From an optimization exercise on the open Yosys and OpenROAD flow, aimed at small area, a short achievable clock period and few clock cycles; shortcuts taken in it are not production practice.
No functional check of the RTL was part of this run.
Power figures rest on the tool's default switching activity, not on a simulated workload.

<file path="flow/config.mk">
export PLATFORM = sky130hd
export DESIGN_NAME = frame_codec
export DESIGN_NICKNAME = frame_codec
export VERILOG_FILES = /design/flow/design.v
export SDC_FILE = /design/flow/constraint.sdc
export NUM_CORES = 4
export LEC_CHECK = 0
export ABC_AREA = 1
export CAP_MARGIN = 20
export CORE_MARGIN = 2
export CORE_UTILIZATION = 40
export PLACE_DENSITY = 0.6
export SLEW_MARGIN = 20
</file>
<file path="flow/constraint.sdc">
create_clock -name core_clock -period 8.0 [get_ports {clk}]
set_input_delay 1.6000 -clock core_clock [delete_from_list [all_inputs] [get_ports {clk}]]
set_output_delay 1.6000 -clock core_clock [all_outputs]
set_load 0.01 [all_outputs]
</file>
<file path="flow/design.v">
module frame_codec (
    input  wire        clk,
    input  wire        rst,        
    input  wire        ev_valid,
    input  wire [31:0] ev_word,
    output wire        ev_ready,
    input  wire [7:0]  rd_addr,
    output reg  [31:0] rd_data,
    output wire [7:0]  diag_cnt
);
    localparam [7:0] OP_RX_BYTE    = 8'h01;
    localparam [7:0] OP_TICK       = 8'h02;
    localparam [7:0] OP_TX_DONE    = 8'h03;
    localparam [7:0] OP_SET_PERIOD = 8'h10;
    localparam [7:0] OP_SET_PCMD   = 8'h11;
    localparam [7:0] OP_TB_WRITE   = 8'h12;
    localparam [7:0] OP_RXQ_POP    = 8'h13;
    localparam [7:0] OP_XC_ACK     = 8'h14;
    localparam [7:0] OP_TB_FROM_CB = 8'h15;
    localparam [7:0] OP_CB_WRITE   = 8'h20;
    localparam [7:0] OP_CB_LOAD    = 8'h21;
    localparam [7:0] OP_CB_CRC     = 8'h22;
    localparam [7:0] OP_CB_VERIFY  = 8'h23;
    localparam [7:0] OP_CB_SET_CRC = 8'h24;
    localparam [7:0] OP_CB_GET     = 8'h25;
    localparam [7:0] OP_CB_SET     = 8'h26;
    localparam [7:0] D_ILLEGAL_OP      = 8'h30;
    localparam [7:0] D_ILLEGAL_ARG     = 8'h31;
    localparam [7:0] D_SPURIOUS_TXDONE = 8'h32;
    localparam [7:0] D_RXQ_EMPTY       = 8'h33;
    localparam [7:0] D_SOURCE_EMPTY    = 8'h34;
    localparam [1:0] J_CRC = 2'd0, J_VERIFY = 2'd1, J_SET_CRC = 2'd2;
    reg [7:0]  cb [0:23];
    reg [7:0]  tb [0:23];
    reg [15:0] result;
    reg [15:0] period;
    reg [7:0]  pcmd;
    reg [7:0]  diag_code;
    reg [15:0] diag_a;
    reg [15:0] diag_b;
    reg [7:0]  diag_count;
    reg        busy;
    reg [1:0]  job;
    reg [4:0]  crc_idx;
    reg [15:0] crc;
    assign ev_ready = !busy;
    assign diag_cnt = diag_count;
    wire [7:0]  op  = ev_word[31:24];
    wire [7:0]  arg = ev_word[23:16];
    wire [15:0] dat = ev_word[15:0];
    wire form_n  = (ev_word[23:0] == 24'd0);
    wire form_b  = (ev_word[23:8] == 16'd0);
    wire form_ib = (ev_word[15:8] == 8'd0);
    wire form_h  = (ev_word[23:16] == 8'd0);
    wire form_s  = (ev_word[15:0] == 16'd0);
    reg       fld_ok;
    reg [4:0] fld_off;
    reg       fld_wide;
    reg       fld_s8;
    always @* begin
        fld_ok   = 1'b1;
        fld_off  = 5'd0;
        fld_wide = 1'b0;
        fld_s8   = 1'b0;
        case (arg)
            8'h00: fld_off = 5'd0;
            8'h01: fld_off = 5'd1;
            8'h02: fld_off = 5'd2;
            8'h03: begin fld_off = 5'd3;  fld_s8 = 1'b1; end
            8'h04: begin fld_off = 5'd4;  fld_s8 = 1'b1; end
            8'h05: fld_off = 5'd5;
            8'h06: fld_off = 5'd6;
            8'h07: begin fld_off = 5'd7;  fld_wide = 1'b1; end
            8'h08: begin fld_off = 5'd9;  fld_wide = 1'b1; end
            8'h09: fld_off = 5'd11;
            8'h0A: fld_off = 5'd12;
            8'h0B: fld_off = 5'd13;
            8'h0C: begin fld_off = 5'd14; fld_s8 = 1'b1; end
            8'h0D: begin fld_off = 5'd15; fld_s8 = 1'b1; end
            8'h0E: fld_off = 5'd16;
            8'h0F: fld_off = 5'd17;
            8'h10: begin fld_off = 5'd18; fld_wide = 1'b1; end
            8'h11: begin fld_off = 5'd20; fld_wide = 1'b1; end
            8'h12: begin fld_off = 5'd22; fld_wide = 1'b1; end
            8'h20: fld_off = 5'd0;
            8'h21: fld_off = 5'd1;
            8'h22: fld_off = 5'd2;
            8'h23: fld_off = 5'd3;
            8'h24: begin fld_off = 5'd4;  fld_wide = 1'b1; end
            8'h25: begin fld_off = 5'd6;  fld_wide = 1'b1; end
            8'h26: begin fld_off = 5'd8;  fld_wide = 1'b1; end
            8'h27: begin fld_off = 5'd10; fld_wide = 1'b1; end
            8'h28: begin fld_off = 5'd12; fld_wide = 1'b1; end
            8'h29: begin fld_off = 5'd14; fld_wide = 1'b1; end
            8'h2A: fld_off = 5'd16;
            8'h2B: fld_off = 5'd17;
            8'h2C: fld_off = 5'd18;
            8'h2D: fld_off = 5'd19;
            8'h2E: fld_off = 5'd20;
            8'h2F: fld_off = 5'd21;
            8'h30: begin fld_off = 5'd22; fld_wide = 1'b1; end
            default: fld_ok = 1'b0;
        endcase
    end
    reg form_ok;
    reg arg_ok;
    always @* begin
        form_ok = 1'b0;
        arg_ok  = 1'b1;
        case (op)
            OP_TICK:       form_ok = form_n;
            OP_TX_DONE:    form_ok = form_n;
            OP_SET_PERIOD: begin
                form_ok = form_h;
                arg_ok  = (dat >= 16'd300) && (dat <= 16'd1500);
            end
            OP_SET_PCMD: begin
                form_ok = form_b;
                arg_ok  = (dat[7:0] == 8'h00) || (dat[7:0] == 8'hA0) ||
                          (dat[7:0] == 8'h05);
            end
            OP_TB_WRITE: begin
                form_ok = form_ib;
                arg_ok  = (arg <= 8'd23);
            end
            OP_RXQ_POP:    form_ok = form_n;
            OP_XC_ACK:     form_ok = form_n;
            OP_TB_FROM_CB: form_ok = form_n;
            OP_CB_WRITE: begin
                form_ok = form_ib;
                arg_ok  = (arg <= 8'd23);
            end
            OP_CB_LOAD: begin
                form_ok = form_s;
                arg_ok  = (arg <= 8'd5);
            end
            OP_CB_CRC:     form_ok = form_n;
            OP_CB_VERIFY:  form_ok = form_n;
            OP_CB_SET_CRC: form_ok = form_n;
            OP_CB_GET: begin
                form_ok = form_s;
                arg_ok  = fld_ok;
            end
            OP_CB_SET: begin
                form_ok = 1'b1;
                arg_ok  = fld_ok;
            end
            default:       form_ok = 1'b0;
        endcase
    end
    reg [15:0] crc_next;
    integer    b;
    always @* begin
        crc_next = crc ^ {8'd0, cb[crc_idx]};
        for (b = 0; b < 8; b = b + 1) begin
            if (crc_next[0])
                crc_next = (crc_next >> 1) ^ 16'hA001;
            else
                crc_next = crc_next >> 1;
        end
    end
    wire [4:0]  fld_off1 = fld_off + 5'd1;
    reg  [15:0] fld_val;
    always @* begin
        if (fld_wide)
            fld_val = {cb[fld_off], cb[fld_off1]};
        else if (fld_s8)
            fld_val = {{8{cb[fld_off][7]}}, cb[fld_off]};
        else
            fld_val = {8'd0, cb[fld_off]};
    end
    wire accept = ev_valid && !busy;
    integer i;
    always @(posedge clk) begin
        if (rst) begin
            for (i = 0; i < 24; i = i + 1) begin
                cb[i] <= 8'd0;
                tb[i] <= 8'd0;
            end
            result     <= 16'd0;
            period     <= 16'd1000;
            pcmd       <= 8'd0;
            diag_code  <= 8'd0;
            diag_a     <= 16'd0;
            diag_b     <= 16'd0;
            diag_count <= 8'd0;
            busy       <= 1'b0;
            job        <= J_CRC;
            crc_idx    <= 5'd0;
            crc        <= 16'hFFFF;
        end else if (busy) begin
            crc     <= crc_next;
            crc_idx <= crc_idx + 5'd1;
            if (crc_idx == 5'd21) begin
                busy <= 1'b0;
                case (job)
                    J_CRC:    result <= crc_next;
                    J_VERIFY: result <= {15'd0, (crc_next == {cb[22], cb[23]})};
                    default: begin
                        cb[22] <= crc_next[15:8];
                        cb[23] <= crc_next[7:0];
                    end
                endcase
            end
        end else if (accept) begin
            if (!form_ok) begin
                diag_code  <= D_ILLEGAL_OP;
                diag_a     <= ev_word[31:16];
                diag_b     <= ev_word[15:0];
                diag_count <= diag_count + 8'd1;
            end else if (!arg_ok) begin
                diag_code  <= D_ILLEGAL_ARG;
                diag_a     <= ev_word[31:16];
                diag_b     <= ev_word[15:0];
                diag_count <= diag_count + 8'd1;
            end else begin
                case (op)
                    OP_TX_DONE: begin
                        diag_code  <= D_SPURIOUS_TXDONE;
                        diag_a     <= 16'd0;
                        diag_b     <= 16'd0;
                        diag_count <= diag_count + 8'd1;
                    end
                    OP_SET_PERIOD: period <= dat;
                    OP_SET_PCMD:   pcmd <= dat[7:0];
                    OP_TB_WRITE:   tb[arg[4:0]] <= dat[7:0];
                    OP_RXQ_POP: begin
                        diag_code  <= D_RXQ_EMPTY;
                        diag_a     <= 16'd0;
                        diag_b     <= 16'd0;
                        diag_count <= diag_count + 8'd1;
                    end
                    OP_TB_FROM_CB: begin
                        for (i = 0; i < 24; i = i + 1)
                            tb[i] <= cb[i];
                    end
                    OP_CB_WRITE:   cb[arg[4:0]] <= dat[7:0];
                    OP_CB_LOAD: begin
                        if (arg == 8'd0) begin
                            for (i = 0; i < 24; i = i + 1)
                                cb[i] <= tb[i];
                        end else begin
                            diag_code  <= D_SOURCE_EMPTY;
                            diag_a     <= {8'd0, arg};
                            diag_b     <= 16'd0;
                            diag_count <= diag_count + 8'd1;
                        end
                    end
                    OP_CB_CRC, OP_CB_VERIFY, OP_CB_SET_CRC: begin
                        busy    <= 1'b1;
                        crc_idx <= 5'd0;
                        crc     <= 16'hFFFF;
                        job     <= (op == OP_CB_CRC)    ? J_CRC :
                                   (op == OP_CB_VERIFY) ? J_VERIFY : J_SET_CRC;
                    end
                    OP_CB_GET:     result <= fld_val;
                    OP_CB_SET: begin
                        if (fld_wide) begin
                            cb[fld_off]  <= dat[15:8];
                            cb[fld_off1] <= dat[7:0];
                        end else begin
                            cb[fld_off]  <= dat[7:0];
                        end
                    end
                    default: ;  
                endcase
            end
        end
    end
    always @* begin
        rd_data = 32'd0;
        case (rd_addr)
            8'h01: rd_data = {16'd0, period};
            8'h02: rd_data = {24'd0, pcmd};
            8'h03: rd_data = {16'd0, result};
            8'h04: rd_data = {24'd0, diag_code};
            8'h05: rd_data = {16'd0, diag_a};
            8'h06: rd_data = {16'd0, diag_b};
            default: begin
                if (rd_addr >= 8'h40 && rd_addr <= 8'h57)
                    rd_data = {24'd0, tb[rd_addr - 8'h40]};
                else if (rd_addr >= 8'h60 && rd_addr <= 8'h77)
                    rd_data = {24'd0, cb[rd_addr - 8'h60]};
            end
        endcase
    end
endmodule
</file>
<file path="flow/run.sh">
#!/bin/bash
# synth_recipe.tcl (not shown) runs the flow's synth.tcl, then flattens the netlist and writes it again
# the make line also repeats each setting of config.mk as NAME=value (left out here)
make -C /OpenROAD-flow-scripts/flow DESIGN_CONFIG=/design/flow/config.mk WORK_HOME=/design/flow/orfs CLKGATE_MAP_FILE= SYNTH_SCRIPT=/design/flow/synth_recipe.tcl finish
</file>
==> results.txt <==
flip-flops by register name (all words and copies together), names as in the netlist, 5 cells and up, named ones only:
name        flops
cb            256
crc            16
crc_idx         5
diag_a         16
diag_b         16
diag_count      8
pcmd            8
period         16
result         16
tb            256
layout by cell type (no fill, tap or decap), drive strengths merged, types with 23 or more instances in the layout:
master,Yosys,routed
buf,156,188
a21oi,423,423
o211ai,118,118
a31oi,37,37
o221ai,52,52
nand3,442,442
a211oi,29,29
o22ai,296,296
nand2,1007,1007
clkdlybuf4s50,0,57
nor2,384,384
dfxtp,113,113
clkinv,17,44
nor3,41,41
edfxtp,512,512
nand4,33,33
a221oi,50,50
o21ai,842,842
inv,475,478
clkbuf,310,99
conb,1,80
a22oi,23,23
metal layers:
metal / vias to the layer above / share of wire [%] / global-route usage (%)
met5: - / 0.034 / 0.3170
met2: 4012 / 39 / 56.99
met3: 693 / 16 / 14.30
met4: 12 / 6.8 / 23.41
met1: 21640 / 38 / 58.00
li1: 19270 / - / -
final cells by class:
class / count / area share (%)
Clock inverter: 37 / 0.7269
Clock buffer: 99 / 4.607
Multi-Input combinational cell: 3965 / 43.72
Sequential cell: 625 / 38.53
Antenna cell: 4 / 0.02186
Timing Repair Buffer: 245 / 4.602
Inverter: 492 / 4.058
Tap cell: 1368 / 3.738
critical path, cell delays in order:
cell and delay, ns:
clkdlybuf4s50_1 0.58, inv_1 0.18, nor2_4 0.06, inv_2 0.69, o22ai_1 0.13, o311ai_0 0.78, a31oi_1 0.26, o311ai_0 1.07
buf_4 0.26, clkdlybuf4s50_1 0.54
per-stage QoR:
stage                     total power [mW]  std cells  instance area, um2  util, %  hold WS, ns
final                                8.433       6835               45790    44.94       0.4450
after detailed placement             4.919       6694               43320    42.51       0.4338
after global placement               4.925       6694               43320    42.51       0.4298
after global routing                 8.571       6832               45780    44.93       0.4684
after floorplan                      4.334       5548               41390        -       0.4185
after CTS                            8.352       6830               45760    44.91       0.4427
cells by family after synthesis:
logic type               count (synthesis)  synth area share [%]
XOR/XNOR                                12                0.2558
other                                    1              0.009126
AND/OR/NAND/NOR                       1923                 19.80
AO/OA/AOI/OAI                         1931                 27.16
buffers and inverters                  958                 9.275
adder cells (fa/ha/maj)                 19                0.5785
flip-flops                             625                 42.92
how the worst max path moves through the flow:
stage | from | endpoint | slack, ns | depth (start not counted)
after global routing | rd_addr[0] | rd_data[0] | 0.33 | 11
after global placement | rd_addr[0] | rd_data[0] | 0.46 | 11
after CTS | rd_addr[0] | rd_data[0] | 0.44 | 11
after floorplan | ev_word[16] | cb[28][0] | 2.66 | 19
final | rd_addr[0] | rd_data[0] | 0.19 | 10
after detailed placement | rd_addr[0] | rd_data[0] | 0.49 | 11
power groups by stage:
stage / clock (mW) / sequential [mW] / combinational [mW]
2_1_floorplan: 0 / 3.75 / 0.580
3_3_place_gp: 0 / 3.82 / 1.10
3_5_place_dp: 0 / 3.82 / 1.10
4_1_cts: 3.50 / 3.75 / 1.10
5_1_grt: 3.61 / 3.77 / 1.19
6_report: 3.49 / 3.76 / 1.18
==> metrics.csv <==
metric,value,unit
fmax,0.1281,GHz
Root Driver,clkbuf_16,
Ports,84,
pwr/cell area,184.2,nW/um2
Initial Utilization,40.33,%
share of cells above drive strength 1,7.615,%
antenna violations before repair,7,
P_sw,2.584,mW
Hold Crit Class,flop to flop,
crit path DAT,6.21,ns
setup repair bufs after CTS,0,
Die W,324.5,um
CP endpoint kind,output port,
sw frac,30.64,%
number of flops mapped to enable cells by yosys,512,
synth top area cells,"edfxtp_1, nand2_1, o21ai_0",
sequential fraction of the synthesis area,42.92,%
Setup CP Type,primary input to output port,
required time worst endpoint,6.40,ns
CTS Buffer Depth,3,
Die Y,324.5,um
Fin. Hold Viols,0,
worst hold stages,2,
RSZ-0062 raised after global routing,false,
total clock sinks,625,
fraction of registers with async set/reset,0,%
Synth Register Bits,625,
Via Count,45620,
Skew-Pair Late Insertion Delay,0.69,ns
Max-cap violations,0,
CTS buffer count,75,
Mapped Area,41090,um2
worst r2r dst,cb[22][5],
Reg2Reg Setup Slack,2.07,ns
Slew Limit Fails,0,
hold buffers post-CTS,0,
Ys Warns,1,
Post-Route WL,230700,um
most common cell in the netlist,nand2_1,
drt first pass iters,7,
Post-DRT Antenna Nets,0,
leading area contributor after synthesis,edfxtp_1,
Post-Synthesis Cells,5469,
Reg area,17640,um2
Port Buf Inserts,67,
Avg Synthesized Cell Area,7.514,um2
commonest cells in the netlist,"nand2_1, o21ai_0, edfxtp_1",
wire per inst,33.76,um
Clk pwr share,41.4,%
worst-path fanout max,31,
first-pass GRT wire length,315300,um
pre-CTS setup slack,0.4927,ns
Synth cell types,63,
vias per cell,6.674,
fin nets,5466,
min cycle time layout,7.809,ns
VDD IR max,0.2502,mV
fin crit share,97.61,%
Tot GR Track Use,42.04,%
largest net degree at the start of global routing,170,
multi-input logic area,20020,um2
setup TNS,0,ns
clock transition at the registers of the reported paths,0.06,ns
TritonCTS clock tree,done,
starting DRC count in detailed routing,9098,
HPWL after DPL,160700,um
Worst Hold Launch,period[15],
status,no timing/DRC/antenna violations,
final setup violation count,0,
Setup Skew,0.02916,ns
Slew @ Worst Pin,1.241,ns
Layout fillers,10360,
post-cts resize count,0,
share of the synthesized area in the top cell type,37.42,%
total congestion overflow,0,
Final Wtd Congestion,1.077,
Sequential Power Share,44.6,%
Hold Crit Endpoint,period[15],
slew margin rel.,16.20,%
vias in the first global route,39520,
FP Rows,117,
worst setup margin,0.1912,ns
LEAKAGE,17.66,nW
ys flop type,edfxtp_1,
Internal Power,5.849,mW
DIE AREA,105300,um2
DR DRC count,0,
Layout area overhead,11.43,%
r2r worst-path depth,24,
Logic pwr share,14.0,%
Startpoint Class,primary input,
Core Box Area,101900,um2
H-tree lvl count,3,

## what the ideal ports hide
In the flow no input, the clock included, has a driving cell. The finished layout below was timed again as built, in two steps. Step 1 (the two cells are an assumption about what drives the block):
set clk [get_ports {clk}]
set_driving_cell -lib_cell sky130_fd_sc_hd__clkbuf_16 $clk
set_driving_cell -lib_cell sky130_fd_sc_hd__buf_2 [delete_from_list [all_inputs] $clk]
Step 2 moves the port delays by t, midway between the first and last clock arrival at a register: inputs arrive t later, outputs are due t later. That takes back most of the time a late clock gives input paths. Slacks: ideal ports / drivers / drivers and shift; pairs: ideal ports / drivers.
t (ns): 0.750
setup slack, ns: 0.191 / 0.160 / 0.160
worst setup path at the end: input to output
After both steps setup and hold are still met in this run. The setup slack of this run moves by -0.031 ns with the drivers and by -0.031 ns with both steps.
